Context: an optimization exercise on an open-source flow, tuned for small area and a short achievable clock period. The choices shown serve that exercise and are no tape-out recipe.
In this exercise RTL edits were held to simulation tests only and were not proved equivalent to the original.
Power is estimated from default activity; no workload was simulated.

<file path="flow/design.v">
module fp32_add (
    input  wire        clk,
    input  wire        rst,         
    input  wire        in_valid,
    input  wire [31:0] a,
    input  wire [31:0] b,
    output reg         out_valid,
    output reg  [31:0] y
);
    reg v0, v1, v2, v3;
    always @(posedge clk) begin
        if (rst) begin
            v0 <= 1'b0; v1 <= 1'b0; v2 <= 1'b0; v3 <= 1'b0;
            out_valid <= 1'b0;
        end else begin
            v0 <= in_valid; v1 <= v0; v2 <= v1; v3 <= v2;
            out_valid <= v3;
        end
    end
    reg [31:0] a0, b0;
    always @(posedge clk) begin
        a0 <= a;
        b0 <= b;
    end
    wire [7:0]  ea = a0[30:23];
    wire [7:0]  eb = b0[30:23];
    wire        a_max = &ea;
    wire        b_max = &eb;
    wire        a_fz  = ~|a0[22:0];
    wire        b_fz  = ~|b0[22:0];
    wire        a_nan = a_max & ~a_fz;
    wire        special = a_max | b_max;
    wire        inf_inf_opp = a_max & b_max & a_fz & b_fz & (a0[31] ^ b0[31]);
    wire        b_larger = {b0[30:0], a0[31]} > {a0[30:0], 1'b0};
    wire        swap = b_larger & ~a_nan;
    wire [31:0] big = swap ? b0 : a0;
    wire [31:0] sml = swap ? a0 : b0;
    wire [7:0]  xa   = {ea[7:1], ea[0] | ~|ea};
    wire [7:0]  xb   = {eb[7:1], eb[0] | ~|eb};
    wire [8:0]  d_ab = {1'b0, xa} - {1'b0, xb};
    wire        neg  = d_ab[8];
    wire        sat  = neg ? ~&d_ab[7:5] : |d_ab[7:5];
    wire [4:0]  t    = (d_ab[4:0] ^ {5{neg}}) | {5{sat}};
    wire [23:0] m_s  = {|sml[30:23], sml[22:0]} & {24{~special}};
    wire [25:0] m_s1 = (t[0] & neg) ? {2'b00, m_s} :
                       (t[0] | neg) ? {1'b0, m_s, 1'b0} : {m_s, 2'b00};
    reg  [7:0]  r1_e;       
    reg  [22:0] r1_f;       
    reg         r1_s;       
    reg  [25:0] r1_m;       
    reg  [3:0]  r1_d;       
    reg         r1_sub;
    always @(posedge clk) begin
        r1_e   <= big[30:23];
        r1_f   <= big[22:0] | {inf_inf_opp, 22'd0};
        r1_s   <= big[31] & ~inf_inf_opp;
        r1_m   <= m_s1;
        r1_d   <= t[4:1];
        r1_sub <= a0[31] ^ b0[31];
    end
    wire [7:0]  x_big = {r1_e[7:1], r1_e[0] | ~|r1_e};
    wire [26:0] m_big = {|r1_e, r1_f, 3'b000};
    wire [26:0] m_sml = {r1_m, 1'b0};
    wire [4:0]  sh    = {r1_d, 1'b0};
    wire [26:0] v  = m_sml >> sh;
    wire        st = |(m_sml & ~(27'h7FFFFFF << sh));
    wire [26:0] m_al = {v[26:1], v[0] | st};
    function [27:0] add28;
        input [26:0] x;
        input [26:0] z;
        input        cin;
        reg   [27:0] g, p, gg, pp;
        integer l, i, j;
        begin
            g  = {1'b0, x & z, cin};
            p  = {1'b0, x ^ z, 1'b0};
            gg = g;
            pp = p;
            for (l = 0; l < 5; l = l + 1)
                for (i = 0; i < 28; i = i + 1)
                    if ((i >> l) & 1) begin
                        j = ((i >> l) << l) - 1;
                        gg[i] = gg[i] | (pp[i] & gg[j]);
                        pp[i] = pp[i] & pp[j];
                    end
            add28 = {gg[27], p[27:1] ^ gg[26:0]};
        end
    endfunction
    wire [27:0] s_sum = add28(m_big, m_al ^ {27{r1_sub}}, r1_sub);
    reg  [27:0] r2_sum;
    reg  [7:0]  r2_x1;      
    reg         r2_s;
    always @(posedge clk) begin
        r2_sum <= {s_sum[27] ^ r1_sub, s_sum[26:0]};
        r2_x1  <= x_big + 8'd1;
        r2_s   <= r1_s;
    end
    wire [28:0] mk_sh  = 29'h10000000 >> r2_x1[4:0];
    wire [27:0] marker = (r2_x1 <= 8'd28) ? mk_sh[27:0] : 28'd0;
    wire [27:0] lzin   = r2_sum | marker;
    function [4:0] lzc28;
        input [27:0] v;
        integer i;
        reg found;
        begin
            lzc28 = 5'd0;
            found = 1'b0;
            for (i = 27; i >= 0; i = i - 1) begin
                if (!found && v[i]) begin
                    lzc28 = 5'd27 - i[4:0];
                    found = 1'b1;
                end
            end
        end
    endfunction
    wire [4:0]  n     = lzc28(lzin);
    wire [27:0] norm  = r2_sum << n;
    wire        ovf   = r2_sum[27] & (&r2_x1);
    reg  [7:0]  r3_x1;
    reg  [4:0]  r3_n;
    reg         r3_h;       
    reg  [22:0] r3_f;
    reg         r3_g, r3_t;
    reg         r3_s;
    always @(posedge clk) begin
        r3_x1 <= r2_x1;
        r3_n  <= n;
        r3_h  <= norm[27];
        r3_f  <= norm[26:4] & {23{~ovf}};
        r3_g  <= norm[3] & ~ovf;
        r3_t  <= |norm[2:0];
        r3_s  <= r2_s;
    end
    wire [7:0]  e_pre   = (r3_x1 - {3'd0, r3_n}) & {8{r3_h}};
    wire        inc     = r3_g & (r3_f[0] | r3_t);
    wire [30:0] rounded = {e_pre, r3_f} + {30'd0, inc};
    always @(posedge clk)
        y <= {r3_s, rounded};
endmodule
</file>
<file path="flow/flow/run.sh">
#!/bin/bash
# The standard ORFS layout (standard.sh, unchanged synthesis), with extra
# make settings from flow/knobs.txt (one VAR=value per line):
#  - BUFFER_PORTS_ARGS: the cell used for the input/output port buffers;
#  - CTS_ARGS: clock tree buffers and clustering.
# Each step's full output goes to its own log file in this folder.
set -euo pipefail
{
  echo '#!/bin/bash'
  echo 'mapfile -t EXTRA < <(grep -v "^#" flow/knobs.txt | grep .)'
  tail -n +2 standard.sh | sed 's|"\${@:-finish}"|"${EXTRA[@]}" "${@:-finish}"|'
} > standard_knobs.sh
grep -q 'EXTRA\[@\]' standard_knobs.sh
cp standard_knobs.sh standard_knobs.sh.log
for step in synth floorplan place cts route finish; do
  bash standard_knobs.sh $step > $step.log 2>&1
done
test -f out/final.def
</file>
<file path="flow/flow/knobs.txt">
SETUP_SLACK_MARGIN=12.65
BUFFER_PORTS_ARGS=-buffer_cell sky130_fd_sc_hd__buf_1
CTS_ARGS=-sink_clustering_enable -repair_clock_nets -dont_use_dummy_load -buf_list sky130_fd_sc_hd__clkbuf_8 -root_buf sky130_fd_sc_hd__clkbuf_16 -tree_buf sky130_fd_sc_hd__clkbuf_16 -sink_clustering_buffer sky130_fd_sc_hd__clkbuf_8 -sink_clustering_size 20 -sink_clustering_max_diameter 70
</file>
<file path="flow/standard.sh">
#!/bin/bash
# synth_recipe.tcl (not shown) runs the flow's synth.tcl, then flattens the netlist and writes it again
# the make line also repeats each setting of config.mk as NAME=value (left out here)
make -C /OpenROAD-flow-scripts/flow DESIGN_CONFIG=/design/flow/config.mk WORK_HOME=/design/flow/orfs CLKGATE_MAP_FILE= SYNTH_SCRIPT=/design/flow/synth_recipe.tcl "${@:-finish}"
</file>
<file path="flow/config.mk">
export PLATFORM = sky130hd
export DESIGN_NAME = fp32_add
export DESIGN_NICKNAME = fp32_add
export VERILOG_FILES = /design/flow/design.v
export SDC_FILE = /design/flow/constraint.sdc
export NUM_CORES = 4
export LEC_CHECK = 0
export CAP_MARGIN = 20
export CORE_MARGIN = 2
export CORE_UTILIZATION = 40
export SLEW_MARGIN = 20
</file>
<file path="flow/constraint.sdc">
create_clock -name core_clock -period 17.0 [get_ports {clk}]
set_input_delay 3.4000 -clock core_clock [delete_from_list [all_inputs] [get_ports {clk}]]
set_output_delay 3.4000 -clock core_clock [all_outputs]
set_load 0.01 [all_outputs]
</file>
==> results.json, run 1 <==
{
  "dp_hpwl_um": 24400,
  "dpl.cell_count": 1853,
  "antenna_found_initial": 0,
  "wire_per_inst_um": 16.8,
  "drt_iter0_markers": 598,
  "drt_pass1_iterations": 5,
  "clock_path_buffers": 3,
  "h-tree-depth": 1,
  "setup_viol": 0,
  "rows": 65,
  "crit_chain": "buf_6",
  "p_per_area_nw_per_um2": 150,
  "rsz0062_at_grt": "true",
  "arrival_ns": 0.95,
  "ys_seq_elements": 241,
  "hold_ws_ns": 0.334,
  "drtAntennaViolNets": 0,
  "grt_usage": 0.184,
  "cp.required_ns": 13.60,
  "post_dp_cell_area_um2": 13400,
  "final_nets": 1624,
  "cts.sinks": 241,
  "relSlewSlack": 0.313,
  "grt_first_pass_wirelength_um": 50100,
  "syn_nets": 1547,
  "setup_tns_ns": 0,
  "grt_pass1_vias": 9815,
  "cp_slowest_cell": "dfxtp_2",
  "gp_congestion": 0.972,
  "seq_area_frac_synth": 0.379,
  "vias": 10400,
  "ctsRootBufferMaster": "clkbuf_16",
  "leakage_nw": 5.91,
  "grt_max_degree": 50,
  "worst_slew_pin_slew_ns": 1.03,
  "critPathTopFamily": "flip-flops",
  "endpoint_kind": "output port",
  "yosysWarnings": 1,
  "cap_violations": 0,
  "start_util": 0.405,
  "hold_violations": 0,
  "io_pins": 100,
  "synth_edf_count": 0,
  "synth_async_sr_flop_share": 0,
  "overflow": 0,
  "syn_area_um2": 12700,
  "drt-total-wl_um": 31600,
  "worstSetupPathType": "flip-flop to output port",
  "max_stage_delay_ns": 0.33,
  "syn_area_per_cell_um2": 9.08,
  "cts_made_buffers": 19,
  "outcome": "timing/DRC/antenna clean",
  "synthCells": 1403,
  "num_antenna_cells": 0,
  "die_area_um2": 33300,
  "die_x_um": 183,
  "drive_gt1_frac": 0.108,
  "die_y_um": 183,
  "io_buffers": 99,
  "finalNonFillerCells": 1880,
  "fmax_mhz": 230,
  "synthFlopType": "dfxtp_1",
  "stdcell_area_um2": 14100,
  "clock_latency_ns": 0.52,
  "min_path_type": "flip-flop to flip-flop",
  "crit_fanout": 1,
  "cp.buffers_inverters": 1,
  "cp-start-kind": "flip-flop",
  "fin_crit_ns": 4.35,
  "drcViolationCount": 0,
  "drv_slew": 0,
  "core_area_um2": 31500,
  "ir_worst_vdd_uv": 80.0,
  "syn_to_final_growth_pct": 10.5,
  "clock_skew_ns": 0.106,
  "cts_tree": "done",
  "yosys.cell_types.count": 83,
  "viasPerCell": 5.52,
  "fin_crit_sh": 0.256,
  "clkTransAtPathRegs_ns": 0.10
}
-- where the power goes --
part / leakage [nW] / internal (mW) / switching (mW) / total, mW
registers: 2.03 / 0.723 / 0.134 / 0.857
logic: 3.73 / 0.432 / 0.536 / 0.969
clock network: 0.152 / 0.116 / 0.168 / 0.285
-- metal layers --
layer | up-vias | GRT usage | part of all wire
li1 | 5179 | - | -
met1 | 4768 | 0.222 | 0.42
met4 | 0 | 0.0919 | 0.053
met5 | - | 0 | 0
met2 | 329 | 0.322 | 0.48
met3 | 100 | 0.0239 | 0.045
-- final timing paths --
kind                                      start            endpoint  slack, ns  depth (start not counted)
worst max-delay path              y[31]$_DFF_P_               y[31]      12.65                          1
worst min-delay path               r3_s$_DFF_P_       y[31]$_DFF_P_       0.33                          0
worst max register to register  r1_d[0]$_DFF_P_  r2_sum[16]$_DFF_P_      12.77                         16
worst min register to register     r3_s$_DFF_P_       y[31]$_DFF_P_       0.33                          0
-- cells in the mapped netlist (22+ instances only) --
library cell,number,area share
a21o_1,26,0.015
a21oi_1,47,0.018
clkbuf_1,37,0.011
dfxtp_1,241,0.38
ha_1,72,0.071
inv_1,74,0.022
mux2i_1,90,0.071
nand2_1,112,0.033
nand3_1,32,0.013
nor2_1,102,0.030
nor3_1,28,0.011
nor4_1,23,0.011
o21ai_0,90,0.035
o22a_1,22,0.015
xnor2_1,56,0.038
xor2_1,39,0.027
-- layout make-up --
| cell class | count | area [µm²] |
|---|---|---|
| fillers | 3126 | 17400 |
| inverters | 75 | 289 |
| multi-input cells | 1024 | 7520 |
| clock buffers | 19 | 295 |
| flip-flops and latches | 241 | 4840 |
| repair buffers | 119 | 639 |
| well taps | 402 | 503 |
-- kinds of logic after synthesis --
| family | Yosys count | synth area share |
|---|---|---|
| xor+xnor | 95 | 0.0653 |
| buf+inv | 139 | 0.0456 |
| fa+ha+maj | 77 | 0.0785 |
| mux | 118 | 0.102 |
| flops | 241 | 0.379 |
| compound gates | 335 | 0.178 |
| simple gates | 398 | 0.152 |
-- worst register-to-register path: cells and delay by family (launching register included) --
kind	cells	cell delay [ns]
compound gates	9	1.71
flops	1	0.40
xor+xnor	2	0.34
buf+inv	1	0.17
mux	1	0.51
fa+ha+maj	2	0.75
simple gates	1	0.20
-- timing repair --
action,4_1_cts,5_1_grt
setup endpoints to repair,53,70
pin swaps,1,9
hold buffers,0,0
cloned,0,3
setup buffers,1,4
resized for setup,36,45
-- through the flow --
stage / setup WS (ns) / utilization / total power, mW
after global placement: 12.34 / 0.427 / 1.79
after detailed placement: 12.33 / 0.427 / 1.79
after floorplan: 12.69 / - / 1.55
after global routing: 12.54 / 0.447 / 2.26
final: 12.65 / 0.447 / 2.11
after CTS: 12.61 / 0.439 / 2.09
-- layout by cell type (no fill, tap or decap), types with 44 or more instances in the layout --
cell,n
ha_1,71
mux2i_1,89
inv_1,72
buf_1,66
dfxtp_1,234
xnor2_1,56
nor2_1,102
a21oi_1,44
o21ai_0,89
nand2_1,112
-- flip-flops by register name (all words and copies together), names as in the netlist, 4 cells and up --
name and cells:
a0 32, b0 32, y 32, r2_sum 28, r1_m 26, r1_f 23, r3_f 23, r1_e 8
r2_x1 8, r3_x1 8, r3_n 5, r1_d 4
==> run 2, diff against run 1 <==
==> flow/flow/knobs.txt (replaced) <==
SETUP_SLACK_MARGIN=12.65
BUFFER_PORTS_ARGS=-buffer_cell sky130_fd_sc_hd__buf_1
CTS_ARGS=-sink_clustering_enable -repair_clock_nets -dont_use_dummy_load -buf_list sky130_fd_sc_hd__clkbuf_8 -root_buf sky130_fd_sc_hd__clkbuf_16 -tree_buf sky130_fd_sc_hd__clkbuf_16 -sink_clustering_buffer sky130_fd_sc_hd__clkbuf_8 -sink_clustering_size 14 -sink_clustering_max_diameter 45
PLACE_DENSITY=0.7
==> run 2 against run 1 <==
Still clean. Area after synthesis is the same. Critical path depth unchanged. Clock-buffer cell count grew 10. Cell count grew 0.32%. Clock power increased by 22%. Sequential power hardly changed. Die area stayed put. Largest cell class unchanged. Largest power group unchanged.
==> results.json, run 2 <==
{
  "fin_crit_sh": 0.255,
  "most-common-layout-cells": "dfxtp_1, nand2_1, nor2_1, mux2i_1, o21ai_0",
  "grt_usage": 0.178,
  "cts_tree": "done",
  "final_nets": 1630,
  "outcome": "timing/DRC/antenna clean",
  "cp.buffers_inverters": 1,
  "ir_worst_vdd_uv": 85.3,
  "min_path_type": "flip-flop to flip-flop",
  "wire_per_inst_um": 16.3,
  "syn_nets": 1547,
  "gp_congestion": 0.960,
  "syn_to_final_growth_pct": 10.6,
  "cp-start-kind": "flip-flop",
  "pwr-share-seq": 0.399,
  "p_per_area_nw_per_um2": 153,
  "synth_area_leaders": "dfxtp_1, ha_1, mux2i_1",
  "worstSetupPathType": "flip-flop to output port",
  "synth_edf_count": 0,
  "fmax_mhz": 231,
  "die_area_um2": 33300,
  "combPwrFrac": 0.440,
  "min_path_cells": 0,
  "rsz0062_at_grt": "true",
  "ys_seq_elements": 241,
  "io_buffers": 99,
  "synthFlopType": "dfxtp_1",
  "clock_path_buffers": 3,
  "start_util": 0.405,
  "synth_async_sr_flop_share": 0,
  "synthCells": 1403,
  "reg_top3": "a0 x32, b0 x32, y x32",
  "multi_input_area_um2": 7460,
  "max_stage_delay_ns": 0.32,
  "antenna_found_initial": 0,
  "yosysWarnings": 1,
  "syn_area_um2": 12700,
  "core_area_um2": 31500,
  "viasPerCell": 5.52,
  "num_antenna_cells": 0,
  "r2r_cells": 19,
  "h-tree-depth": 1,
  "holdBufCountCts": 0,
  "layout_commonest_cell": "dfxtp_1",
  "hold_violations": 0,
  "rows": 65,
  "fin_crit_ns": 4.34,
  "clock_latency_ns": 0.52,
  "cp_slowest_cell": "dfxtp_2",
  "cts_made_buffers": 29,
  "yosys.cell_types.count": 83,
  "setup_viol": 0,
  "nFillCells": 3082,
  "cp.required_ns": 13.60,
  "io_pins": 100,
  "dpl.cell_count": 1852,
  "grt_first_pass_wirelength_um": 48700,
  "cts.sinks": 241,
  "yosysMostFrequentCell": "dfxtp_1",
  "vias": 10400,
  "die_y_um": 183,
  "crit_cells": 1,
  "endpoint_kind": "output port",
  "drtAntennaViolNets": 0,
  "drt-total-wl_um": 30700,
  "seq_area_frac_synth": 0.379,
  "critPathTopFamily": "flip-flops",
  "seq_area_um2": 4830,
  "clkTransAtPathRegs_ns": 0.07,
  "power_frac_clock": 0.161,
  "drt_iter0_markers": 711,
  "drive_gt1_frac": 0.104,
  "relSlewSlack": 0.299,
  "clock_skew_ns": 0.0648,
  "drt_pass1_iterations": 5,
  "die_x_um": 183,
  "arrival_ns": 0.94,
  "switching_share": 0.388,
  "yosysTopAreaCellShare": 0.379,
  "grt_max_degree": 88,
  "crit_chain": "buf_6",
  "drcViolationCount": 0,
  "yosys.area.top_type": "dfxtp_1",
  "synthTopCellsByCount": "dfxtp_1, nand2_1, nor2_1",
  "ctsRootBufferMaster": "clkbuf_16",
  "cap_violations": 0,
  "grt_pass1_vias": 9730,
  "setup_tns_ns": 0,
  "leakage_nw": 5.95,
  "p_int_mw": 1.32,
  "overflow": 0,
  "crit_fanout": 1,
  "net-switching-power_uw": 837,
  "worst_slew_pin_slew_ns": 1.05,
  "drv_slew": 0,
  "finalNonFillerCells": 1886,
  "syn_area_per_cell_um2": 9.08,
  "dp_hpwl_um": 23600
}
==> run 2: cell counts after synthesis <==
No cell type changed its count.
==> run 2: power groups by stage <==
stage / Clock (mW) / Combinational (mW) / Sequential (mW)
CTS: 0.361 / 0.928 / 0.853
floorplan: 0 / 0.713 / 0.838
global placement: 0 / 0.903 / 0.865
detailed placement: 0 / 0.911 / 0.867
finish: 0.347 / 0.949 / 0.859
global route: 0.384 / 1.05 / 0.877
==> run 2: logic make-up (layout without fill, tap and decap cells) <==
| kind of cell | count (synthesis) | in the layout | synth area share |
|---|---|---|---|
| flops | 241 | 241 | 0.379 |
| fa+ha+maj | 77 | 77 | 0.0785 |
| buf+inv | 139 | 219 | 0.0456 |
| simple gates | 398 | 399 | 0.152 |
| compound gates | 335 | 335 | 0.178 |
| mux | 118 | 118 | 0.102 |
| xor+xnor | 95 | 95 | 0.0653 |
==> run 2: metrics by stage <==
stage | instance area (µm²) | util | setup WS, ns | power, mW | hold WS, ns
6_report | 14100 | 0.448 | 12.66 | 2.16 | 0.331
5_1_grt | 14100 | 0.448 | 12.50 | 2.31 | 0.341
4_1_cts | 13900 | 0.443 | 12.54 | 2.14 | 0.334
3_5_place_dp | 13400 | 0.427 | 12.32 | 1.78 | 0.314
3_3_place_gp | 13400 | 0.427 | 12.44 | 1.77 | 0.312
2_1_floorplan | 12800 | - | 12.69 | 1.55 | 0.310
==> run 2: worst paths after layout <==
kind                         from  slack, ns                 end
setup / recovery    y[31]$_DFF_P_      12.66               y[31]
hold / removal       r3_s$_DFF_P_       0.33       y[31]$_DFF_P_
setup reg to reg  r1_d[0]$_DFF_P_      12.81  r2_sum[27]$_DFF_P_
hold reg to reg      r3_s$_DFF_P_       0.33       y[31]$_DFF_P_
==> run 2: timing repair <==
action / 4_1_cts / 5_1_grt
gates resized for setup: 33 / 37
endpoints found under the setup margin: 42 / 65
gates cloned: 0 / 1
setup buffers: 1 / 3
pin swaps: 0 / 7
==> run 2: per-layer routing <==
metal | share of wire | wire, µm | vias to the layer above | track usage
li1 | - | - | 5187 | -
met1 | 0.42 | 13000 | 4793 | 0.217
met2 | 0.48 | 14600 | 326 | 0.304
met3 | 0.048 | 1470 | 99 | 0.0283
met4 | 0.050 | 1530 | 0 | 0.0871
met5 | 0 | 0 | - | 0
==> run 2: layout make-up <==
type                            instances  share of cell area
Timing Repair Buffer                  115              0.0413
Clock buffer                           29              0.0307
Inverter                               75              0.0205
Multi-Input combinational cell       1024               0.529
Sequential cell                       241               0.343
Tap cell                              402              0.0357
==> run 3, diff against run 2 <==
==> flow/flow/knobs.txt (replaced) <==
SETUP_SLACK_MARGIN=12.65
BUFFER_PORTS_ARGS=-buffer_cell sky130_fd_sc_hd__buf_1
CTS_ARGS=-sink_clustering_enable -repair_clock_nets -dont_use_dummy_load -buf_list sky130_fd_sc_hd__clkbuf_8 -root_buf sky130_fd_sc_hd__clkbuf_16 -tree_buf sky130_fd_sc_hd__clkbuf_16 -sink_clustering_buffer sky130_fd_sc_hd__clkbuf_8 -sink_clustering_size 14 -sink_clustering_max_diameter 45
PLACE_DENSITY=0.8
==> run 3 against run 2 <==
Via count increased by 1.3%. Global-route usage decreased by 0.089 points. Wire length increased by 1.2%. Die area unchanged. Area after synthesis unchanged. Non-clock buffer count increased by 4. Power decreased by 0.68%. Fmax about the same. Critical path depth increased by 16. Register-to-register slack got worse by 0.15 ns. First-iteration DRC count increased by 5.6%.
==> results.json, run 3 <==
{
  "synth_area_leaders": "dfxtp_1, ha_1, mux2i_1",
  "worstSetupPathType": "flip-flop to flip-flop",
  "syn_nets": 1547,
  "die_area_um2": 33300,
  "stdcell_area_um2": 14100,
  "cts.sinks": 241,
  "dp_hpwl_um": 23800,
  "core_area_um2": 31500,
  "nFillCells": 2975,
  "finalNonFillerCells": 1886,
  "fin_util": 0.449,
  "synth_async_sr_flop_share": 0,
  "cts_tree": "done",
  "drt_pass1_iterations": 6,
  "synth_edf_count": 0,
  "layout_commonest_cell": "dfxtp_1",
  "clkTransAtPathRegs_ns": 0.08,
  "p_int_mw": 1.30,
  "gp_congestion": 0.953,
  "min_path_type": "flip-flop to flip-flop",
  "reg_top3": "a0 x32, b0 x32, y x32",
  "drive_gt1_frac": 0.108,
  "final_nets": 1630,
  "cp-start-kind": "flip-flop",
  "yosysTopAreaCellShare": 0.379,
  "outcome": "timing/DRC/antenna clean",
  "grt_first_pass_wirelength_um": 48900,
  "hold_violations": 0,
  "drv_slew": 0,
  "post-route-worst-setup-slack_ns": 12.66,
  "rows": 65,
  "drcViolationCount": 0,
  "ir_worst_vdd_uv": 77.3,
  "p_per_area_nw_per_um2": 151,
  "synthCells": 1403,
  "start_util": 0.405,
  "r2r_cells": 17,
  "post_dp_cell_area_um2": 13400,
  "dpl.cell_count": 1853,
  "overflow": 0,
  "power_frac_clock": 0.149,
  "clock_skew_ns": 0.0656,
  "hold_ws_ns": 0.330,
  "yosysMostFrequentCell": "dfxtp_1",
  "combPwrFrac": 0.448,
  "clock_path_buffers": 3,
  "fmax_mhz": 231,
  "switching_share": 0.392,
  "pwr-share-seq": 0.403,
  "most-common-layout-cells": "dfxtp_1, nand2_1, nor2_1, mux2i_1, o21ai_0",
  "viasPerCell": 5.59,
  "ys_seq_elements": 241,
  "synthTopCellsByCount": "dfxtp_1, nand2_1, nor2_1",
  "relSlewSlack": 0.350,
  "syn_area_um2": 12700,
  "clock_latency_ns": 0.51,
  "ctsRootBufferMaster": "clkbuf_16",
  "crit_fanout": 5,
  "synthFlopType": "dfxtp_1",
  "io_pins": 100,
  "arrival_ns": 4.67,
  "drtAntennaViolNets": 0,
  "leakage_nw": 5.96,
  "cts_made_buffers": 25,
  "setup_tns_ns": 0,
  "seq_area_frac_synth": 0.379,
  "rsz0062_at_grt": "true",
  "fin_crit_sh": 0.255,
  "endpoint_kind": "flip-flop",
  "antenna_found_initial": 0,
  "yosysWarnings": 1,
  "die_x_um": 183,
  "yosys.cell_types.count": 83,
  "vias": 10500,
  "h-tree-depth": 1,
  "syn_area_per_cell_um2": 9.08,
  "cap_violations": 0,
  "finalPower_mw": 2.14,
  "grt_usage": 0.177,
  "die_y_um": 183,
  "setup_viol": 0,
  "grt_max_degree": 46,
  "fin_crit_ns": 4.34,
  "grt_pass1_vias": 9918,
  "min_path_cells": 0,
  "drt_iter0_markers": 751,
  "syn_to_final_growth_pct": 11.0,
  "drt-total-wl_um": 31000,
  "place_worst_setup_slack_ns": 12.38,
  "num_antenna_cells": 0,
  "yosys.area.top_type": "dfxtp_1",
  "wire_per_inst_um": 16.5,
  "worst_slew_pin_slew_ns": 0.975,
  "net-switching-power_uw": 840,
  "cp.required_ns": 17.33,
  "io_buffers": 99
}
==> run 3: cell types whose count changed in the layout (fill, tap and decap cells not counted), moves of 3 or more <==
cell,before,now
buf_4,12,15
clkbuf_8,26,22
buf_6,7,4
clkbuf_2,5,14
buf_2,24,14
==> run 3: logic make-up after synthesis <==
kind of cell	synth area share
fa+ha+maj	0.0785
xor+xnor	0.0653
compound gates	0.178
simple gates	0.152
mux	0.102
buf+inv	0.0456
flops	0.379
==> run 3: cell type report <==
class / instances / area, µm² / area share
multi-input cells: 1024 / 7500 / 0.530
flip-flops and latches: 241 / 4830 / 0.342
repair buffers: 119 / 643 / 0.0455
well taps: 402 / 503 / 0.0356
clock buffers: 25 / 378 / 0.0267
inverters: 75 / 289 / 0.0204
==> run 3: worst paths after layout <==
path               startpoint                 to  slack [ns]
max reg2reg  r1_m[22]$_DFF_P_  r2_sum[8]$_DFF_P_       12.66
min              r2_s$_DFF_P_       r3_s$_DFF_P_        0.33
min reg2reg      r2_s$_DFF_P_       r3_s$_DFF_P_        0.33
max          r1_m[22]$_DFF_P_  r2_sum[8]$_DFF_P_       12.66
==> run 3: what timing repair did <==
item	CTS	global route
hold buffers	0	0
hold endpoints to repair	0	0
setup buffers	1	4
gates resized for setup	19	61
setup endpoints to repair	30	61
gates cloned	0	3
pin swaps	1	10
==> run 3: power by group through the flow <==
| stage | logic, mW | registers, mW | clock network (mW) |
|---|---|---|---|
| floorplan | 0.713 | 0.838 | 0 |
| global placement | 0.901 | 0.865 | 0 |
| detailed placement | 0.912 | 0.868 | 0 |
| CTS | 0.924 | 0.855 | 0.331 |
| global route | 1.06 | 0.880 | 0.351 |
| finish | 0.959 | 0.863 | 0.318 |
==> run 3: metal layers <==
layer / vias to the layer above / GRT usage / routed length, µm
met5: - / 0 / 0
met2: 444 / 0.309 / 14800
met4: 0 / 0.0765 / 1560
li1: 5186 / - / -
met1: 4792 / 0.218 / 12800
met3: 120 / 0.0237 / 1880
==> run 3: worst max-delay path: stages, from the launching register on <==
cell and delay, ns:
dfxtp_1 0.35, or4_4 0.56, a2111oi_4 0.35, a221oi_2 0.07, nor4_1 0.35, o221ai_1 0.20
a211oi_2 0.21, ha_2 0.25, nand3_1 0.16, o31ai_4 0.30, nor3_2 0.10, o21bai_1 0.22
a21oi_1 0.13, nor2b_1 0.18, o21a_1 0.17, nor2_1 0.06, fa_1 0.37, xnor2_1 0.13
==> run 4, diff against run 3 <==
==> flow/flow/knobs.txt (replaced) <==
SETUP_SLACK_MARGIN=12.65
BUFFER_PORTS_ARGS=-buffer_cell sky130_fd_sc_hd__buf_1
CTS_ARGS=-sink_clustering_enable -repair_clock_nets -dont_use_dummy_load -buf_list sky130_fd_sc_hd__clkbuf_8 -root_buf sky130_fd_sc_hd__clkbuf_16 -tree_buf sky130_fd_sc_hd__clkbuf_16 -sink_clustering_buffer sky130_fd_sc_hd__clkbuf_8 -sink_clustering_size 14 -sink_clustering_max_diameter 45
==> run 4 against run 3 <==
Critical path depth shrank 16. Fmax shrank 0.21%. Sequential power down 0.7%. Register-to-register slack improved by 0.04 ns. Wire length is 2.4% higher. Cell count up 0.16%. Clock skew fell by 0.010 ns. Worst hold slack lost 0.0059 ns. Sequential cell count unchanged. Worst setup slack worse by 0.0093 ns. Synthesized cell count unchanged. Critical endpoint is now y[31]. Largest cell class unchanged. Highest routed layer unchanged.
==> results.json, run 4 <==
{
  "cp.buffers_inverters": 1,
  "r2r_slack_ns": 12.70,
  "yosysTopAreaCellShare": 0.379,
  "leakage_nw": 5.97,
  "die_x_um": 183,
  "die_y_um": 183,
  "synth_async_sr_flop_share": 0,
  "synth_edf_count": 0,
  "p_per_area_nw_per_um2": 154,
  "drt_iter0_markers": 618,
  "cts_made_buffers": 30,
  "hold_violations": 0,
  "gp_congestion": 0.972,
  "cp-start-kind": "flip-flop",
  "max_stage_delay_ns": 0.32,
  "min_path_type": "flip-flop to flip-flop",
  "ir_worst_vdd_uv": 62.2,
  "setup_tns_ns": 0,
  "most-common-layout-cells": "dfxtp_1, nand2_1, nor2_1, mux2i_1, o21ai_0",
  "clkTransAtPathRegs_ns": 0.08,
  "final_nets": 1633,
  "setup_viol": 0,
  "worstSetupPathType": "flip-flop to output port",
  "outcome": "timing/DRC/antenna clean",
  "start_util": 0.405,
  "antenna_found_initial": 0,
  "yosysWarnings": 1,
  "critPathTopFamily": "flip-flops",
  "drcViolationCount": 0,
  "nFillCells": 3148,
  "dp_hpwl_um": 24400,
  "syn_nets": 1547,
  "num_antenna_cells": 0,
  "cp_slowest_cell": "dfxtp_2",
  "syn_to_final_growth_pct": 10.9,
  "rsz0062_at_grt": "true",
  "cap_violations": 0,
  "synthCells": 1403,
  "h-tree-depth": 1,
  "clock_latency_ns": 0.52,
  "stdcell_area_um2": 14100,
  "syn_area_per_cell_um2": 9.08,
  "worst_slew_pin_slew_ns": 1.04,
  "viasPerCell": 5.51,
  "grt_usage": 0.185,
  "yosys.cell_types.count": 83,
  "fin_crit_ns": 4.35,
  "grt_pass1_vias": 9882,
  "clock_skew_ns": 0.0552,
  "drv_slew": 0,
  "relSlewSlack": 0.308,
  "endpoint_kind": "output port",
  "die_area_um2": 33300,
  "ys_seq_elements": 241,
  "vias": 10400,
  "arrival_ns": 0.95,
  "multi_input_area_um2": 7450,
  "post-route-worst-setup-slack_ns": 12.65,
  "synthFlopType": "dfxtp_1",
  "io_buffers": 99,
  "wire_per_inst_um": 16.8,
  "seq_area_frac_synth": 0.379,
  "cts.sinks": 241,
  "fin_util": 0.449,
  "place_worst_setup_slack_ns": 12.33,
  "fmax_mhz": 230,
  "crit_fanout": 1,
  "grt_max_degree": 50,
  "clock_path_buffers": 3,
  "overflow": 0,
  "rows": 65,
  "cp.required_ns": 13.60,
  "seq_area_um2": 4830,
  "synth_area_leaders": "dfxtp_1, ha_1, mux2i_1",
  "drtAntennaViolNets": 0,
  "syn_area_um2": 12700,
  "drive_gt1_frac": 0.106,
  "drt-total-wl_um": 31800,
  "grt_first_pass_wirelength_um": 50300,
  "yosys.area.top_type": "dfxtp_1",
  "reg_top3": "a0 x32, b0 x32, y x32",
  "layout_commonest_cell": "dfxtp_1",
  "cts_tree": "done",
  "io_pins": 100,
  "core_area_um2": 31500,
  "crit_chain": "buf_6",
  "yosysMostFrequentCell": "dfxtp_1",
  "synthTopCellsByCount": "dfxtp_1, nand2_1, nor2_1",
  "ctsRootBufferMaster": "clkbuf_16",
  "post_dp_cell_area_um2": 13400,
  "fin_crit_sh": 0.256,
  "drt_pass1_iterations": 5
}
-- run 4: cell counts after synthesis --
Identical to the previous run, type by type.
-- run 4: metrics by stage --
| step | total power, mW | instances | hold slack, ns |
|---|---|---|---|
| 3_3_place_gp | 1.79 | 1853 | 0.313 |
| 6_report | 2.17 | 1889 | 0.324 |
| 3_5_place_dp | 1.79 | 1853 | 0.313 |
| 5_1_grt | 2.33 | 1889 | 0.338 |
| 2_1_floorplan | 1.55 | 1403 | 0.310 |
| 4_1_cts | 2.16 | 1884 | 0.331 |
-- run 4: layout make-up --
type | instances | share of cell area
tap | 402 | 0.0356
sequential | 241 | 0.342
inverter | 75 | 0.0205
multi-input combinational | 1024 | 0.527
clock buffer | 30 | 0.0316
timing repair buffer | 117 | 0.0430
-- run 4: path summary, 6_finish.rpt --
| path | start | to | depth (start not counted) |
|---|---|---|---|
| hold reg to reg | r3_s$_DFF_P_ | y[31]$_DFF_P_ | 0 |
| hold / removal | r3_s$_DFF_P_ | y[31]$_DFF_P_ | 0 |
| setup / recovery | y[31]$_DFF_P_ | y[31] | 1 |
| setup reg to reg | r1_d[0]$_DFF_P_ | r2_sum[16]$_DFF_P_ | 16 |
-- run 4: kinds of logic (layout without fill, tap and decap cells) --
kind of cell               count (synthesis)  after routing  share of synthesized area
and+or+nand+nor                          398            399                      0.152
xor gates and xnor gates                  95             95                     0.0653
adders and majority gates                 77             77                     0.0785
muxes                                    118            118                      0.102
buffers and inverters                    139            222                     0.0456
DFF                                      241            241                      0.379
AOI/OAI and AO/OA                        335            335                      0.178
-- run 4: power by group --
| part | switching, mW | total (mW) | internal (mW) |
|---|---|---|---|
| clock network | 0.183 | 0.354 | 0.171 |
| logic | 0.533 | 0.961 | 0.428 |
| registers | 0.133 | 0.857 | 0.724 |
| total | 0.849 | 2.17 | 1.32 |
-- run 4: repair_timing --
action	4_1_cts	5_1_grt
hold buffers	0	0
pin swaps	1	4
gates resized for setup	39	27
endpoints found under the hold margin	0	0
gates cloned	0	2
endpoints found under the setup margin	55	64
setup buffers	1	3
-- run 4: per-layer routing --
layer	GRT usage	vias to the layer above	share of wire
met1	0.222	4796	0.42
li1	-	5203	-
met3	0.0245	85	0.049
met2	0.326	326	0.48
met5	0	-	0
met4	0.0942	0	0.050
==> run 5, diff against run 4 <==
==> flow/flow/knobs.txt (replaced) <==
SETUP_SLACK_MARGIN=12.65
BUFFER_PORTS_ARGS=-buffer_cell sky130_fd_sc_hd__buf_1
CTS_ARGS=-sink_clustering_enable -repair_clock_nets -dont_use_dummy_load -buf_list sky130_fd_sc_hd__clkbuf_8 -root_buf sky130_fd_sc_hd__clkbuf_16 -tree_buf sky130_fd_sc_hd__clkbuf_16 -sink_clustering_buffer sky130_fd_sc_hd__clkbuf_8 -sink_clustering_size 17 -sink_clustering_max_diameter 58
==> run 5 against run 4 <==
Still clean. Sequential power hardly changed. Worst setup slack worse by 0.0027 ns. Clock-buffer cell count is 6 lower. First-iteration DRC count up 1.8%. Die area unchanged. Critical path depth did not move. Global-route usage is 0.077 points lower.
==> results.json, run 5 <==
{
  "outcome": "timing/DRC/antenna clean",
  "min_path_type": "flip-flop to flip-flop",
  "max_stage_delay_ns": 0.33,
  "post-route-worst-setup-slack_ns": 12.65,
  "clkTransAtPathRegs_ns": 0.10,
  "cp.required_ns": 13.60,
  "yosys.area.top_type": "dfxtp_1",
  "crit_chain": "buf_6",
  "synth_area_leaders": "dfxtp_1, ha_1, mux2i_1",
  "leakage_nw": 5.95,
  "synthTopCellsByCount": "dfxtp_1, nand2_1, nor2_1",
  "yosysWarnings": 1,
  "drive_gt1_frac": 0.107,
  "drt_pass1_iterations": 5,
  "ctsRootBufferMaster": "clkbuf_16",
  "drt_iter0_markers": 629,
  "grt_pass1_vias": 9838,
  "drtAntennaViolNets": 0,
  "ir_worst_vdd_uv": 83.4,
  "num_antenna_cells": 0,
  "yosysMostFrequentCell": "dfxtp_1",
  "worstSetupPathType": "flip-flop to output port",
  "cp.buffers_inverters": 1,
  "finalPower_mw": 2.14,
  "viasPerCell": 5.51,
  "cts.sinks": 241,
  "synth_async_sr_flop_share": 0,
  "drcViolationCount": 0,
  "place_worst_setup_slack_ns": 12.33,
  "die_x_um": 183,
  "cp-start-kind": "flip-flop",
  "syn_area_per_cell_um2": 9.08,
  "dp_hpwl_um": 24400,
  "rsz0062_at_grt": "true",
  "endpoint_kind": "output port",
  "clock_latency_ns": 0.51,
  "crit_fanout": 1,
  "cts_made_buffers": 24,
  "seq_area_frac_synth": 0.379,
  "syn_area_um2": 12700,
  "die_area_um2": 33300,
  "fin_util": 0.448,
  "overflow": 0,
  "vias": 10400,
  "syn_to_final_growth_pct": 10.6,
  "synth_edf_count": 0,
  "critPathTopFamily": "flip-flops",
  "yosysTopAreaCellShare": 0.379,
  "clock_path_buffers": 3,
  "synthFlopType": "dfxtp_1",
  "drt-total-wl_um": 31800,
  "die_y_um": 183,
  "arrival_ns": 0.95,
  "grt_max_degree": 50,
  "setup_tns_ns": 0,
  "dpl.cell_count": 1853,
  "p_per_area_nw_per_um2": 152,
  "setup_viol": 0,
  "layout_commonest_cell": "dfxtp_1",
  "grt_usage": 0.185,
  "core_area_um2": 31500,
  "clock_skew_ns": 0.0753,
  "rows": 65,
  "grt_first_pass_wirelength_um": 50200,
  "antenna_found_initial": 0,
  "cp_slowest_cell": "dfxtp_2",
  "wire_per_inst_um": 16.8,
  "start_util": 0.405,
  "ys_seq_elements": 241,
  "relSlewSlack": 0.307,
  "fmax_mhz": 230,
  "most-common-layout-cells": "dfxtp_1, nand2_1, nor2_1, mux2i_1, o21ai_0",
  "h-tree-depth": 1,
  "gp_congestion": 0.972,
  "syn_nets": 1547,
  "yosys.cell_types.count": 83,
  "fin_crit_sh": 0.256,
  "io_buffers": 99,
  "fin_crit_ns": 4.35,
  "cts_tree": "done",
  "finalNonFillerCells": 1885,
  "cap_violations": 0,
  "synthCells": 1403,
  "worst_slew_pin_slew_ns": 1.04,
  "io_pins": 100,
  "reg_top3": "a0 x32, b0 x32, y x32",
  "hold_violations": 0,
  "final_nets": 1629,
  "holdBufCountCts": 0,
  "drv_slew": 0
}
## run 5: final cells by class
class,count,area (µm²)
inverter,75,289
sequential,241,4830
tap,402,503
timing repair buffer,119,639
multi-input combinational,1024,7470
clock buffer,24,364
fill,3124,17400
## run 5: worst reg2reg max path, stage by stage, from the launching register on
cell       delay (ns)
dfxtp_4          0.40
buf_12           0.17
mux4_2           0.51
and2_1           0.20
a21oi_1          0.14
o22ai_1          0.14
xor2_1           0.18
ha_1             0.38
a21o_1           0.19
a21oi_2          0.15
o21ai_2          0.10
a2111oi_4        0.45
a21oi_2          0.12
a21o_1           0.23
a21o_1           0.19
fa_1             0.37
xor2_1           0.15
## run 5: power by group
part | internal, mW | leakage (nW) | total (mW) | switching [mW]
logic | 0.431 | 3.73 | 0.965 | 0.534
registers | 0.723 | 2.03 | 0.857 | 0.134
clock network | 0.142 | 0.188 | 0.317 | 0.175
total | 1.30 | 5.95 | 2.14 | 0.843
## run 5: what timing repair did
action	CTS	global route
buffers inserted	1	4
endpoints found under the setup margin	57	66
pin swaps	2	4
cloned	0	3
resized for setup	39	34
## run 5: stage by stage
stage | cell area [µm²] | hold WS, ns
after detailed placement | 13400 | 0.313
final | 14100 | 0.337
after floorplan | 12800 | 0.310
after global routing | 14100 | 0.348
after CTS | 13900 | 0.337
after global placement | 13400 | 0.313
## run 5: metal layers
layer  routed length (µm)  vias up  GRT usage
met2                15400      322      0.325
met1                13400     4809      0.224
li1                     -     5184          -
met3                 1390       80     0.0224
met4                 1600        0     0.0861
met5                    0        -          0
## run 5: kinds of logic after synthesis
kind of cell | share of synthesized area
compound gates | 0.178
xor+xnor | 0.0653
fa+ha+maj | 0.0785
buf+inv | 0.0456
flops | 0.379
mux | 0.102
simple gates | 0.152
## run 5: path summary, 6_finish.rpt
check,startpoint,to,slack (ns),cells past startpoint
worst max-delay path,y[31]$_DFF_P_,y[31],12.65,1
worst min-delay path,r2_s$_DFF_P_,r3_s$_DFF_P_,0.34,0
worst min register to register,r2_s$_DFF_P_,r3_s$_DFF_P_,0.34,0
worst max register to register,r1_d[0]$_DFF_P_,r2_sum[16]$_DFF_P_,12.79,16
==> run 6, diff against run 5 <==
==> flow/flow/knobs.txt (replaced) <==
SETUP_SLACK_MARGIN=12.6
BUFFER_PORTS_ARGS=-buffer_cell sky130_fd_sc_hd__buf_1
CTS_ARGS=-sink_clustering_enable -repair_clock_nets -dont_use_dummy_load -buf_list sky130_fd_sc_hd__clkbuf_8 -root_buf sky130_fd_sc_hd__clkbuf_16 -tree_buf sky130_fd_sc_hd__clkbuf_16 -sink_clustering_buffer sky130_fd_sc_hd__clkbuf_8 -sink_clustering_size 17 -sink_clustering_max_diameter 58
PLACE_DENSITY=0.7
==> run 6 against run 5 <==
Utilization down 0.052 points. Sequential cell count unchanged. Final area decreased by 0.11%. Sequential share of layout area is essentially flat. Synthesized cell count stayed put. Largest power group unchanged. Largest cell class unchanged. Clock skew down 0.029 ns. Fmax rose by 0.36%. Die area is the same.
==> results.json, run 6 <==
{
  "cts_tree": "done",
  "h-tree-depth": 1,
  "clock_skew_ns": 0.0462,
  "vias": 10500,
  "hold_violations": 0,
  "drt_iter0_markers": 743,
  "yosysTopAreaCellShare": 0.379,
  "setup_viol": 0,
  "max_stage_delay_ns": 0.32,
  "die_area_um2": 33300,
  "io_buffers": 99,
  "syn_to_final_growth_pct": 10.5,
  "cp_slowest_cell": "dfxtp_1",
  "clkTransAtPathRegs_ns": 0.09,
  "reg_top3": "a0 x32, b0 x32, y x32",
  "cts_made_buffers": 21,
  "p_per_area_nw_per_um2": 150,
  "layout_commonest_cell": "dfxtp_1",
  "grt_first_pass_wirelength_um": 49000,
  "crit_chain": "buf_1",
  "clock_path_buffers": 3,
  "outcome": "timing/DRC/antenna clean",
  "cts.sinks": 241,
  "fin_util": 0.448,
  "finalPower_mw": 2.11,
  "crit_fanout": 1,
  "rsz0062_at_grt": "false",
  "viasPerCell": 5.55,
  "ys_seq_elements": 241,
  "rows": 65,
  "drtAntennaViolNets": 0,
  "synthTopCellsByCount": "dfxtp_1, nand2_1, nor2_1",
  "cap_violations": 0,
  "synth_async_sr_flop_share": 0,
  "yosysWarnings": 1,
  "grt_pass1_vias": 9828,
  "synthFlopType": "dfxtp_1",
  "die_x_um": 183,
  "synthCells": 1403,
  "core_area_um2": 31500,
  "overflow": 0,
  "drt_pass1_iterations": 6,
  "yosys.cell_types.count": 83,
  "hold_ws_ns": 0.333,
  "yosys.area.top_type": "dfxtp_1",
  "grt_usage": 0.178,
  "ctsRootBufferMaster": "clkbuf_16",
  "io_pins": 100,
  "gp_congestion": 0.956,
  "cp.buffers_inverters": 1,
  "leakage_nw": 5.86,
  "fin_crit_sh": 0.255,
  "start_util": 0.405,
  "endpoint_kind": "output port",
  "syn_area_um2": 12700,
  "clock_latency_ns": 0.50,
  "drt-total-wl_um": 31200,
  "relSlewSlack": 0.330,
  "fmax_mhz": 231,
  "dp_hpwl_um": 23700,
  "synth_area_leaders": "dfxtp_1, ha_1, mux2i_1",
  "cp-start-kind": "flip-flop",
  "die_y_um": 183,
  "place_worst_setup_slack_ns": 12.24,
  "seq_area_frac_synth": 0.379,
  "worst_slew_pin_slew_ns": 0.997,
  "grt_max_degree": 48,
  "arrival_ns": 0.93,
  "yosysMostFrequentCell": "dfxtp_1",
  "antenna_found_initial": 0,
  "holdBufCountCts": 0,
  "most-common-layout-cells": "dfxtp_1, nand2_1, nor2_1, buf_1, mux2i_1",
  "wire_per_inst_um": 16.6,
  "final_nets": 1628,
  "drive_gt1_frac": 0.0884,
  "worstSetupPathType": "flip-flop to output port",
  "critPathTopFamily": "flip-flops",
  "cp.required_ns": 13.60,
  "ir_worst_vdd_uv": 75.8,
  "num_antenna_cells": 0,
  "drv_slew": 0,
  "syn_nets": 1547,
  "post-route-worst-setup-slack_ns": 12.67,
  "synth_edf_count": 0,
  "setup_tns_ns": 0,
  "min_path_type": "flip-flop to flip-flop",
  "syn_area_per_cell_um2": 9.08,
  "drcViolationCount": 0,
  "fin_crit_ns": 4.33
}
==> run 6: layer usage <==
| metal | wire [µm] | global-route usage | up-vias |
|---|---|---|---|
| li1 | - | - | 5189 |
| met1 | 13400 | 0.222 | 4814 |
| met2 | 15000 | 0.309 | 355 |
| met3 | 1400 | 0.0200 | 93 |
| met4 | 1440 | 0.0819 | 0 |
| met5 | 0 | 0 | - |
==> run 6: path summary, 6_finish.rpt <==
path                   endpoint  cells after the start  slack (ns)             from
min reg2reg        r2_s$_DFF_P_                      0        0.33     r1_s$_DFF_P_
min                r2_s$_DFF_P_                      0        0.33     r1_s$_DFF_P_
max                       y[22]                      1       12.67    y[22]$_DFF_P_
max reg2reg  r2_sum[16]$_DFF_P_                     15       12.75  r1_d[0]$_DFF_P_
==> run 6: cells by family after synthesis <==
kind of cell	share of synthesized area
buf+inv	0.0456
mux	0.102
fa+ha+maj	0.0785
simple gates	0.152
flops	0.379
compound gates	0.178
xor+xnor	0.0653
==> run 6: power by group <==
part | switching [mW] | internal, mW
sequential | 0.135 | 0.723
combinational | 0.532 | 0.419
clock | 0.170 | 0.127
==> run 6: what timing repair did <==
action / CTS / global route
buffers inserted: 1 / 6
gates resized for setup: 5 / 46
setup endpoints to repair: 24 / 54
gates cloned: 1 / 3
pin swaps: 2 / 15
==> run 6: area by class of cell <==
| class | count | area, µm² |
|---|---|---|
| sequential | 241 | 4830 |
| inverter | 75 | 289 |
| clock buffer | 21 | 323 |
| multi-input combinational | 1026 | 7570 |
| tap | 402 | 503 |
| fill | 3016 | 17400 |
| timing repair buffer | 119 | 572 |
==> run 6: through the flow <==
step	cell area, µm²	cells
2_1_floorplan	12700	1403
3_3_place_gp	13400	1852
3_5_place_dp	13400	1852
4_1_cts	13800	1875
5_1_grt	14100	1884
6_report	14100	1884
==> run 7, diff against run 6 <==
==> flow/flow/knobs.txt (replaced) <==
SETUP_SLACK_MARGIN=12.65
BUFFER_PORTS_ARGS=-buffer_cell sky130_fd_sc_hd__buf_1
CTS_ARGS=-sink_clustering_enable -repair_clock_nets -dont_use_dummy_load -buf_list sky130_fd_sc_hd__clkbuf_8 -root_buf sky130_fd_sc_hd__clkbuf_16 -tree_buf sky130_fd_sc_hd__clkbuf_16 -sink_clustering_buffer sky130_fd_sc_hd__clkbuf_8 -sink_clustering_size 17 -sink_clustering_max_diameter 58
PLACE_DENSITY=0.7
CAP_MARGIN=5
SLEW_MARGIN=5
==> run 7 against run 6 <==
Area after synthesis is the same. Die area is the same. Wire length shrank 2.3%. Clock skew grew 0.025 ns. Cell count shrank 0.21%. Via count shrank 1.2%. Worst setup slack lost 0.0013 ns. Fmax is essentially flat. Worst hold slack lost 0.0034 ns. Power grew 0.37%. Final area shrank 0.26%. Largest cell class unchanged. Largest power group unchanged.
==> results.json, run 7 <==
{
  "outcome": "timing/DRC/antenna clean",
  "overflow": 0,
  "syn_to_final_growth_pct": 10.2,
  "p_per_area_nw_per_um2": 151,
  "fin_util": 0.446,
  "arrival_ns": 0.94,
  "grt_max_degree": 88,
  "fin_crit_sh": 0.255,
  "cts_made_buffers": 21,
  "drt-total-wl_um": 30500,
  "grt_pass1_vias": 9647,
  "synthTopCellsByCount": "dfxtp_1, nand2_1, nor2_1",
  "die_area_um2": 33300,
  "yosysTopAreaCellShare": 0.379,
  "ir_worst_vdd_uv": 85.2,
  "synth_area_leaders": "dfxtp_1, ha_1, mux2i_1",
  "syn_area_per_cell_um2": 9.08,
  "clock_latency_ns": 0.52,
  "gp_congestion": 0.960,
  "synthFlopType": "dfxtp_1",
  "hold_violations": 0,
  "min_path_type": "flip-flop to flip-flop",
  "drtAntennaViolNets": 0,
  "fmax_mhz": 231,
  "drive_gt1_frac": 0.101,
  "core_area_um2": 31500,
  "cp.required_ns": 13.60,
  "cts.sinks": 241,
  "grt_first_pass_wirelength_um": 48600,
  "synthCells": 1403,
  "wire_per_inst_um": 16.2,
  "io_pins": 100,
  "place_worst_setup_slack_ns": 12.32,
  "cp_slowest_cell": "dfxtp_2",
  "cap_violations": 0,
  "die_x_um": 183,
  "holdBufCountCts": 0,
  "synth_async_sr_flop_share": 0,
  "rsz0062_at_grt": "true",
  "layout_commonest_cell": "dfxtp_1",
  "synth_edf_count": 0,
  "final_nets": 1624,
  "reg_top3": "a0 x32, b0 x32, y x32",
  "seq_area_frac_synth": 0.379,
  "drv_slew": 0,
  "start_util": 0.405,
  "syn_nets": 1547,
  "yosys.cell_types.count": 83,
  "grt_usage": 0.177,
  "worst_slew_pin_slew_ns": 1.10,
  "drt_pass1_iterations": 5,
  "drcViolationCount": 0,
  "ctsRootBufferMaster": "clkbuf_16",
  "clock_skew_ns": 0.0708,
  "yosys.area.top_type": "dfxtp_1",
  "drt_iter0_markers": 679,
  "yosysMostFrequentCell": "dfxtp_1",
  "endpoint_kind": "output port",
  "yosysWarnings": 1,
  "critPathTopFamily": "flip-flops",
  "crit_chain": "buf_6",
  "post-route-worst-setup-slack_ns": 12.66,
  "crit_fanout": 1,
  "io_buffers": 99,
  "ys_seq_elements": 241,
  "cp.buffers_inverters": 1,
  "relSlewSlack": 0.262,
  "vias": 10300,
  "cp-start-kind": "flip-flop",
  "most-common-layout-cells": "dfxtp_1, nand2_1, nor2_1, mux2i_1, o21ai_0",
  "leakage_nw": 5.91,
  "setup_viol": 0,
  "setup_tns_ns": 0,
  "viasPerCell": 5.49,
  "syn_area_um2": 12700,
  "h-tree-depth": 1,
  "fin_crit_ns": 4.34,
  "clkTransAtPathRegs_ns": 0.08,
  "dp_hpwl_um": 23600,
  "worstSetupPathType": "flip-flop to output port",
  "clock_path_buffers": 3,
  "antenna_found_initial": 0,
  "max_stage_delay_ns": 0.32,
  "rows": 65,
  "cts_tree": "done",
  "num_antenna_cells": 0,
  "die_y_um": 183
}
[run 7: repair_timing]
| action | 4_1_cts | 5_1_grt |
|---|---|---|
| resized for setup | 37 | 42 |
| setup endpoints to repair | 44 | 67 |
| cloned | 0 | 2 |
| pin swaps | 1 | 3 |
| setup buffers | 1 | 4 |
[run 7: per-layer routing]
metal | vias up | wire length, µm | track usage
met5 | - | 0 | 0
met4 | 0 | 1370 | 0.0800
met3 | 88 | 1730 | 0.0267
met2 | 388 | 14700 | 0.304
met1 | 4678 | 12800 | 0.220
li1 | 5175 | - | -
[run 7: final cells by class]
class	instances	area, µm²
Multi-Input combinational cell	1024	7460
Timing Repair Buffer	117	638
Inverter	75	289
Tap cell	402	503
Fill cell	3083	17400
Clock buffer	21	323
Sequential cell	241	4840
[run 7: logic make-up (layout without fill, tap and decap cells)]
logic type	Yosys count	in the layout	share of synthesized area
AOI/OAI and AO/OA	335	335	0.178
xor gates and xnor gates	95	95	0.0653
adders and majority gates	77	77	0.0785
buffers and inverters	139	213	0.0456
DFF	241	241	0.379
muxes	118	118	0.102
and+or+nand+nor	398	399	0.152
[run 7: path summary, 6_finish.rpt]
| check | from | to | slack (ns) | depth (start not counted) |
|---|---|---|---|---|
| worst min register to register | r3_s$_DFF_P_ | y[31]$_DFF_P_ | 0.33 | 0 |
| worst max-delay path | y[31]$_DFF_P_ | y[31] | 12.66 | 1 |
| worst min-delay path | r3_s$_DFF_P_ | y[31]$_DFF_P_ | 0.33 | 0 |
| worst max register to register | r1_d[0]$_DFF_P_ | r2_sum[16]$_DFF_P_ | 12.83 | 16 |
[run 7: stage by stage]
stage                     cells  hold slack, ns  area [µm²]  total power, mW
final                      1880           0.330       14000             2.11
after global routing       1880           0.336       14000             2.27
after CTS                  1874           0.335       13800             2.10
after detailed placement   1852           0.314       13400             1.78
after global placement     1852           0.312       13400             1.77
after floorplan            1403           0.310       12800             1.55
[run 7: report_power, final]
group | internal, mW | total, mW | leakage (nW) | switching, mW
registers | 0.724 | 0.859 | 2.03 | 0.135
logic | 0.433 | 0.956 | 3.72 | 0.523
clock network | 0.127 | 0.299 | 0.166 | 0.173
==> run 8, diff against run 7 <==
==> flow/flow/knobs.txt (replaced) <==
SETUP_SLACK_MARGIN=12.65
BUFFER_PORTS_ARGS=-buffer_cell sky130_fd_sc_hd__buf_1
CTS_ARGS=-sink_clustering_enable -repair_clock_nets -dont_use_dummy_load -buf_list sky130_fd_sc_hd__clkbuf_8 -root_buf sky130_fd_sc_hd__clkbuf_16 -tree_buf sky130_fd_sc_hd__clkbuf_16 -sink_clustering_buffer sky130_fd_sc_hd__clkbuf_8 -sink_clustering_size 17 -sink_clustering_max_diameter 58
PLACE_DENSITY=0.7
GPL_ROUTABILITY_DRIVEN=0
==> run 8 against run 7 <==
Register-to-register slack worse by 0.06 ns. Cell count is 0.21% higher. Largest cell class unchanged. Sequential share of layout area down 0.16 points. Clock skew fell by 0.010 ns. Still clean on timing, DRC and antenna. Synthesized cell count stayed put. Wire length is 0.76% lower. Worst hold slack improved by 0.0053 ns. Sequential power hardly changed. Clock-buffer cell count increased by 1. Area after synthesis unchanged.
==> results.json, run 8 <==
{
  "outcome": "timing/DRC/antenna clean",
  "rows": 65,
  "ys_seq_elements": 241,
  "synth_edf_count": 0,
  "rsz0062_at_grt": "true",
  "place_worst_setup_slack_ns": 12.36,
  "net-switching-power_uw": 841,
  "cts_tree": "done",
  "leakage_nw": 5.95,
  "seq_area_frac_synth": 0.379,
  "r2r_slack_ns": 12.77,
  "synthTopCellsByCount": "dfxtp_1, nand2_1, nor2_1",
  "syn_area_per_cell_um2": 9.08,
  "cp_slowest_cell": "dfxtp_1",
  "drt_pass1_iterations": 5,
  "hold_ws_ns": 0.335,
  "overflow": 0,
  "grt_usage": 0.174,
  "cp-start-kind": "flip-flop",
  "dpl.cell_count": 1853,
  "h-tree-depth": 1,
  "rr_endpoint": "r2_sum[10]$_DFF_P_",
  "grt_pass1_vias": 9833,
  "cts.sinks": 241,
  "yosysTopAreaCellShare": 0.379,
  "grt_first_pass_wirelength_um": 48200,
  "r2r_cells": 17,
  "synthCells": 1403,
  "syn_nets": 1547,
  "p_int_mw": 1.29,
  "dp_hpwl_um": 22900,
  "clkTransAtPathRegs_ns": 0.10,
  "switching_share": 0.394,
  "cp.buffers_inverters": 1,
  "r2r-start": "r1_d[0]$_DFF_P_",
  "drtAntennaViolNets": 0,
  "die_x_um": 183,
  "fin_crit_ns": 4.34,
  "io_pins": 100,
  "combPwrFrac": 0.455,
  "post-route-worst-setup-slack_ns": 12.67,
  "holdBufCountCts": 0,
  "arrival_ns": 0.93,
  "antenna_found_initial": 0,
  "layout_commonest_cell": "dfxtp_1",
  "synth_async_sr_flop_share": 0,
  "synthFlopType": "dfxtp_1",
  "syn_to_final_growth_pct": 10.8,
  "critPathTopFamily": "flip-flops",
  "clock_skew_ns": 0.0607,
  "fmax_mhz": 231,
  "relSlewSlack": 0.318,
  "most-common-layout-cells": "dfxtp_1, nand2_1, nor2_1, mux2i_1, o21ai_0",
  "synth_area_leaders": "dfxtp_1, ha_1, mux2i_1",
  "viasPerCell": 5.57,
  "finalPower_mw": 2.13,
  "drv_slew": 0,
  "yosys.area.top_type": "dfxtp_1",
  "cts_made_buffers": 22,
  "hold_end": "r2_s$_DFF_P_",
  "setup_tns_ns": 0,
  "yosysMostFrequentCell": "dfxtp_1",
  "yosys.cell_types.count": 83,
  "reg_top3": "a0 x32, b0 x32, y x32",
  "drcViolationCount": 0,
  "grt_max_degree": 47,
  "core_area_um2": 31500,
  "yosysWarnings": 1,
  "ir_worst_vdd_uv": 78.5,
  "die_y_um": 183,
  "io_buffers": 99,
  "crit_fanout": 1,
  "die_area_um2": 33300,
  "drive_gt1_frac": 0.108,
  "start_util": 0.405,
  "final_nets": 1628,
  "p_per_area_nw_per_um2": 151,
  "crit_chain": "buf_2",
  "cap_violations": 0,
  "num_antenna_cells": 0,
  "cp.required_ns": 13.60,
  "syn_area_um2": 12700,
  "hp-start": "r1_s$_DFF_P_",
  "fin_crit_sh": 0.255,
  "hold_violations": 0,
  "pwr-share-seq": 0.403,
  "min_path_type": "flip-flop to flip-flop",
  "wire_per_inst_um": 16.1,
  "ctsRootBufferMaster": "clkbuf_16",
  "drt-total-wl_um": 30300,
  "min_path_cells": 0,
  "setup_viol": 0,
  "clock_latency_ns": 0.50,
  "finalNonFillerCells": 1884,
  "worstSetupPathType": "flip-flop to output port",
  "clock_path_buffers": 3,
  "vias": 10500,
  "max_stage_delay_ns": 0.31,
  "endpoint_kind": "output port",
  "worst_slew_pin_slew_ns": 1.02,
  "drt_iter0_markers": 670,
  "power_frac_clock": 0.142
}
run 8: layout make-up:
cell class                      instances  area [µm²]
Fill cell                            3020       17400
Multi-Input combinational cell       1024        7480
Sequential cell                       241        4840
Timing Repair Buffer                  120         671
Tap cell                              402         503
Clock buffer                           22         337
Inverter                               75         289
run 8: stage by stage:
step | instance area, µm² | util
after floorplan | 12800 | -
after global placement | 13400 | 0.427
after detailed placement | 13400 | 0.427
after CTS | 13900 | 0.440
after global routing | 14100 | 0.448
final | 14100 | 0.448
run 8: worst max-delay path by stage:
stage	cells past startpoint	to	start	slack, ns
5_1_grt	18	r2_sum[8]$_DFF_P_	r1_m[22]$_DFF_P_	12.51
3_5_place_dp	19	r2_sum[27]$_DFF_P_	r1_d[0]$_DFF_P_	12.36
2_1_floorplan	19	r2_sum[27]$_DFF_P_	r1_d[1]$_DFF_P_	12.69
3_3_place_gp	19	r2_sum[27]$_DFF_P_	r1_d[0]$_DFF_P_	12.47
4_1_cts	16	r2_sum[27]$_DFF_P_	r1_m[22]$_DFF_P_	12.61
6_report	1	y[31]	y[31]$_DFF_P_	12.67
run 8: worst register-to-register path: cells and delay by family (launching register included):
| family | cells | cell delay (ns) |
|---|---|---|
| AO/OA/AOI/OAI | 8 | 2.03 |
| AND/OR/NAND/NOR | 5 | 0.86 |
| buffers and inverters | 3 | 0.57 |
| adder cells (fa/ha/maj) | 1 | 0.21 |
| flip-flops | 1 | 0.41 |
run 8: cell families (layout without fill, tap and decap cells):
logic type | after synthesis | count (layout) | share of synthesized area
DFF | 241 | 241 | 0.379
muxes | 118 | 118 | 0.102
xor gates and xnor gates | 95 | 95 | 0.0653
and+or+nand+nor | 398 | 399 | 0.152
AOI/OAI and AO/OA | 335 | 335 | 0.178
adders and majority gates | 77 | 77 | 0.0785
buffers and inverters | 139 | 217 | 0.0456
run 8: timing repair:
| item | CTS | global route |
|---|---|---|
| setup endpoints to repair | 34 | 78 |
| resized for setup | 28 | 58 |
| pin swaps | 1 | 5 |
| gates cloned | 0 | 3 |
| buffers inserted | 3 | 3 |
run 8: power by group through the flow:
stage          registers, mW  logic (mW)  clock network, mW
2_1_floorplan          0.838       0.713                  0
3_3_place_gp           0.862       0.898                  0
3_5_place_dp           0.865       0.911                  0
4_1_cts                0.851       0.928              0.316
5_1_grt                0.878        1.07              0.337
6_report               0.861       0.970              0.303
run 8: routing by layer:
metal	vias to the layer above	global-route usage	routed length [µm]
met5	-	0	0
met4	0	0.0748	1360
met3	95	0.0220	1760
met2	434	0.297	14300
met1	4782	0.222	12900
li1	5185	-	-
==> run 9, diff against run 8 <==
==> flow/flow/knobs.txt (replaced) <==
SETUP_SLACK_MARGIN=12.65
BUFFER_PORTS_ARGS=-buffer_cell sky130_fd_sc_hd__buf_1
CTS_ARGS=-sink_clustering_enable -repair_clock_nets -dont_use_dummy_load -buf_list sky130_fd_sc_hd__clkbuf_8 -root_buf sky130_fd_sc_hd__clkbuf_16 -tree_buf sky130_fd_sc_hd__clkbuf_16 -sink_clustering_buffer sky130_fd_sc_hd__clkbuf_8 -sink_clustering_size 17 -sink_clustering_max_diameter 58
PLACE_DENSITY=0.7
==> run 9 against run 8 <==
Still clean. Utilization is 0.21 points lower. First-iteration DRC count is 1.3% higher. Area after synthesis stayed put. Via count is 1.6% lower. Fmax hardly changed. Sequential power hardly changed. Wire length is 0.76% higher. Sequential share of layout area is 0.16 points higher. Global-route usage is 0.31 points higher. Cell count is 0.21% lower. Synthesized cell count stayed put. Worst setup slack worse by 0.00070 ns.
==> results.json, run 9 <==
{
  "setup_viol": 0,
  "core_area_um2": 31500,
  "wire_per_inst_um": 16.2,
  "yosys.cell_types.count": 83,
  "max_stage_delay_ns": 0.32,
  "viasPerCell": 5.49,
  "cp.required_ns": 13.60,
  "stdcell_area_um2": 14000,
  "endpoint_kind": "output port",
  "final_nets": 1624,
  "p_per_area_nw_per_um2": 151,
  "reg_top3": "a0 x32, b0 x32, y x32",
  "rows": 65,
  "gp_congestion": 0.960,
  "fin_crit_ns": 4.34,
  "syn_area_per_cell_um2": 9.08,
  "grt_max_degree": 88,
  "syn_nets": 1547,
  "clock_latency_ns": 0.52,
  "drt_pass1_iterations": 5,
  "p_int_mw": 1.28,
  "rr_endpoint": "r2_sum[16]$_DFF_P_",
  "outcome": "timing/DRC/antenna clean",
  "hold_violations": 0,
  "crit_fanout": 1,
  "io_pins": 100,
  "r2r_cells": 16,
  "grt_pass1_vias": 9647,
  "fin_crit_sh": 0.255,
  "ir_worst_vdd_uv": 85.2,
  "pwr-share-seq": 0.406,
  "start_util": 0.405,
  "fmax_mhz": 231,
  "cts.sinks": 241,
  "h-tree-depth": 1,
  "synthFlopType": "dfxtp_1",
  "yosysMostFrequentCell": "dfxtp_1",
  "finalNonFillerCells": 1880,
  "rsz0062_at_grt": "true",
  "combPwrFrac": 0.452,
  "synthTopCellsByCount": "dfxtp_1, nand2_1, nor2_1",
  "grt_first_pass_wirelength_um": 48600,
  "ctsRootBufferMaster": "clkbuf_16",
  "switching_share": 0.393,
  "yosysWarnings": 1,
  "crit_cells": 1,
  "die_area_um2": 33300,
  "cts_tree": "done",
  "setup_tns_ns": 0,
  "cap_violations": 0,
  "net-switching-power_uw": 831,
  "die_y_um": 183,
  "syn_to_final_growth_pct": 10.2,
  "die_x_um": 183,
  "cp.buffers_inverters": 1,
  "drive_gt1_frac": 0.101,
  "critPathTopFamily": "flip-flops",
  "io_buffers": 99,
  "antenna_found_initial": 0,
  "drt-total-wl_um": 30500,
  "power_frac_clock": 0.142,
  "worst_slew_pin_slew_ns": 1.10,
  "num_antenna_cells": 0,
  "synthCells": 1403,
  "overflow": 0,
  "leakage_nw": 5.91,
  "crit_start": "y[31]$_DFF_P_",
  "r2r-start": "r1_d[0]$_DFF_P_",
  "drv_slew": 0,
  "vias": 10300,
  "endpoint": "y[31]"
}
[run 9: cell counts after synthesis]
No cell type changed its count.
[run 9: metal layers]
layer	up-vias	wire length, µm	share of wire	GRT usage
met5	-	0	0	0
met4	0	1370	0.045	0.0800
met3	88	1730	0.057	0.0267
met2	388	14700	0.48	0.304
met1	4678	12800	0.42	0.220
li1	5175	-	-	-
[run 9: timing repair]
item                       CTS  global route
pin swaps                    1             3
gates cloned                 0             2
setup endpoints to repair   44            67
gates resized for setup     37            42
buffers inserted             1             4
[run 9: kinds of logic (layout without fill, tap and decap cells)]
kind of cell | Yosys count | after routing | synth area share
compound gates | 335 | 335 | 0.178
xor+xnor | 95 | 95 | 0.0653
fa+ha+maj | 77 | 77 | 0.0785
buf+inv | 139 | 213 | 0.0456
flops | 241 | 241 | 0.379
mux | 118 | 118 | 0.102
simple gates | 398 | 399 | 0.152
[run 9: layout make-up]
| type | count | area [µm²] | share of cell area |
|---|---|---|---|
| timing repair buffer | 117 | 638 | 0.0454 |
| tap | 402 | 503 | 0.0358 |
| sequential | 241 | 4840 | 0.344 |
| clock buffer | 21 | 323 | 0.0230 |
| inverter | 75 | 289 | 0.0206 |
| multi-input combinational | 1024 | 7460 | 0.531 |
[run 9: stage by stage]
step / setup slack, ns / util / hold slack (ns)
after floorplan: 12.69 / - / 0.310
after global placement: 12.44 / 0.427 / 0.312
after detailed placement: 12.32 / 0.427 / 0.314
after CTS: 12.58 / 0.440 / 0.335
after global routing: 12.62 / 0.446 / 0.336
final: 12.66 / 0.446 / 0.330
[run 9: worst min-delay path by stage]
stage / end / start
after CTS: y[31]$_DFF_P_ / r3_s$_DFF_P_
after floorplan: r2_s$_DFF_P_ / r1_s$_DFF_P_
final: y[31]$_DFF_P_ / r3_s$_DFF_P_
after global routing: y[31]$_DFF_P_ / r3_s$_DFF_P_
after detailed placement: y[31]$_DFF_P_ / r3_s$_DFF_P_
after global placement: y[31]$_DFF_P_ / r3_s$_DFF_P_
[run 9: power groups by stage]
stage	registers, mW	clock network (mW)	logic (mW)
6_report	0.859	0.299	0.956
5_1_grt	0.878	0.334	1.06
4_1_cts	0.854	0.312	0.931
3_5_place_dp	0.867	0	0.911
3_3_place_gp	0.865	0	0.903
2_1_floorplan	0.838	0	0.713

Check on run 9: ideal ports give 12.664 ns setup slack; a clkbuf_16 on the clock port and buf_2 on the inputs give 12.611 ns; moving port delays by the midpoint clock arrival (0.535 ns) as well gives 12.831 ns.
